Source: an optimization exercise on an open RTL-to-GDS flow (aim: small area and a short achievable clock period). Production flows keep margins and buffers that such runs may drop.
The RTL was checked by simulation tests, not by an equivalence proof against the original design.
Power and IR drop assume default switching activity.

== build 31 ==
// eac32_inspect
module eac32_inspect (
    input  wire         clk,
    input  wire         rst,
    input  wire         in_valid,
    input  wire [127:0] in_data,
    input  wire [4:0]   in_nbytes,
    input  wire         in_last,
    output reg          rpt_valid,
    output wire [31:0]  rpt_magic,
    output wire [31:0]  rpt_sum,
    output wire [31:0]  rpt_err,
    output wire [31:0]  rpt_explen,
    output wire [31:0]  rpt_lenf,
    output wire [31:0]  rpt_lenb,
    output wire [31:0]  rpt_flags
);
    reg [127:0] d;           
    reg [4:0]   d_nb;
    reg         d_last;
    reg         d_v;         
    reg [31:0]  q;           
    reg         f1, f2;      
    reg         d_short;     
    wire [2:0]  in_nw = in_nbytes[4:2];
    wire        q_clr;
    wire        q_en  = (in_valid & f1 & (~in_last | (in_nw != 3'd0))) | q_clr;
    wire [3:0]  q_pick = {4{~q_clr}} & {in_nbytes[3:2] == 2'd3, in_nbytes[3:2] == 2'd2,
                                         in_nbytes[3:2] == 2'd1, in_nbytes[3:2] == 2'd0};
    wire [31:0] q_sel = (d[127:96] & {32{q_pick[1]}}) | (d[95:64] & {32{q_pick[2]}}) |
                        (d[63:32]  & {32{q_pick[3]}}) | (d[31:0]  & {32{q_pick[0]}});
    always @(posedge clk) begin
        d_nb   <= in_nbytes;
        d_last <= in_last;
        d_short <= ~f2 & ~(f1 & (in_nw != 3'd0));
        d_v    <= in_valid & ~rst;
        if (in_valid)
            d <= in_data;
        if (rst) begin
            f1 <= 1'b0;
            f2 <= 1'b0;
        end else if (in_valid) begin
            f1 <= ~in_last;
  ...
Settings: LEC_CHECK=0, ABC_CLOCK_PERIOD_IN_PS=6000, CAP_MARGIN=20, CORE_MARGIN=2, CORE_UTILIZATION=60, PLACE_DENSITY=0.7, SLEW_MARGIN=20; clock period 25.0 ns.
standard.sh (not shown) runs the stock make flow with config.mk's settings and CLKGATE_MAP_FILE= SYNTH_SCRIPT=/design/flow/synth_recipe.tcl, a recipe that flattens the netlist after the stock synthesis.
==> flow/flow/run.sh <==
#!/bin/bash
# Standard ORFS layout, with plain buffers on the ports, smaller clock
# buffers and no CTS dummy loads, and timing repair aimed below the period.
set -euo pipefail
bash standard.sh \
  "BUFFER_PORTS_ARGS=-buffer_cell sky130_fd_sc_hd__buf_1" \
  "CTS_ARGS=-sink_clustering_enable -repair_clock_nets -dont_use_dummy_load -buf_list {sky130_fd_sc_hd__clkbuf_8 sky130_fd_sc_hd__clkbuf_16} -sink_clustering_size 20 -sink_clustering_max_diameter 80" \
  "SETUP_SLACK_MARGIN=18.8" \
  finish > make.log 2>&1
Build 31 reached the end of the flow, and the finished layout is clean on the timing, DRC and antenna checks.
The following lists how build 39 was set up differently from build 31:
diff --git a/flow/flow/run.sh b/flow/flow/run.sh
--- a/flow/flow/run.sh
+++ b/flow/flow/run.sh
@@ -7,3 +7,3 @@
   "CTS_ARGS=-sink_clustering_enable -repair_clock_nets -dont_use_dummy_load -buf_list {sky130_fd_sc_hd__clkbuf_8 sky130_fd_sc_hd__clkbuf_16} -sink_clustering_size 20 -sink_clustering_max_diameter 80" \
-  "SETUP_SLACK_MARGIN=18.8" \
+  "SETUP_SLACK_MARGIN=18.65" \
   finish > make.log 2>&1
==> notes.md <==
- For the synthesis-to-layout area growth, build 39 came in 1.4 points lower than build 31 did.
- Build 39: hold slack is 0.011 ns higher than what build 31 reported.
- Summary of build 39 over build 31: fmax ~0 delta, via-per-instance ratio -about 0.5%, post-cts gate resize count -13.
- Compared with build 31, build 39 shows a proportion of cell area occupied by registers that is 0.49 points higher.
- Worst setup slack after layout: build 39 vs build 31 down 0.019 ns
- Count of placed standard cells in the final layout, fillers left out, build 31 and build 39: larger value in build 31
- Build 39 vs build 31 — post-CTS setup buffer count dropped 8.
- Cmp build 39 vs build 31: leakage power summed over all cells lower in build 39
The following lists how build 87 was set up differently from build 39:
diff --git a/flow/config.mk b/flow/config.mk
--- a/flow/config.mk
+++ b/flow/config.mk
@@ -10,4 +10,4 @@
 export CORE_MARGIN = 2
-export CORE_UTILIZATION = 60
-export PLACE_DENSITY = 0.7
+export CORE_UTILIZATION = 70
+export PLACE_DENSITY = 0.8
 export SLEW_MARGIN = 20
### Flow results
Any difference in sequential share of layout area between build 87 and build 39 is small enough to ignore.
Run comparison: build 87 source of the critical timing path in_nbytes[2]; build 39 source of the critical timing path q[1]$_DFFE_PP_
Per the comparison of build 87 with build 39, register-to-register slack now sits lower; setup slack rose 0.013 ns.

## static timing again, ports no longer ideal
In the flow no input, the clock included, has a driving cell. The finished layouts below were timed again as built, in two steps.
Step 1: set_driving_cell puts a clkbuf_16 on clk and a buf_2 on each other input, an assumption about the parent block.
Step 2 moves the port delays by t, midway between the first and last clock arrival at a register: inputs arrive t later, outputs are due t later. That takes back most of the time a late clock gives input paths.
Three values: ideal ports, drivers, drivers and shift; two values: the first two.
run | t (ns) | setup WS [ns] | hold slack, ns | worst setup path at the end | worst register clock-pin slew, ns
build 31 | 0.539 | 18.769 / 18.721 / 18.280 | 0.408 / 0.408 / 0.408 | input to register | 0.09 / 0.09
build 39 | 0.538 | 18.751 / 18.702 / 18.241 | 0.419 / 0.419 / 0.419 | input to register | 0.09 / 0.09
build 87 | 0.548 | 18.764 / 18.732 / 18.239 | 0.412 / 0.412 / 0.412 | input to register | 0.09 / 0.09
After both steps every run listed still meets setup and hold. For build 87, which loses most, drivers alone change the setup slack by -0.032 ns; drivers and shift together by -0.525 ns.
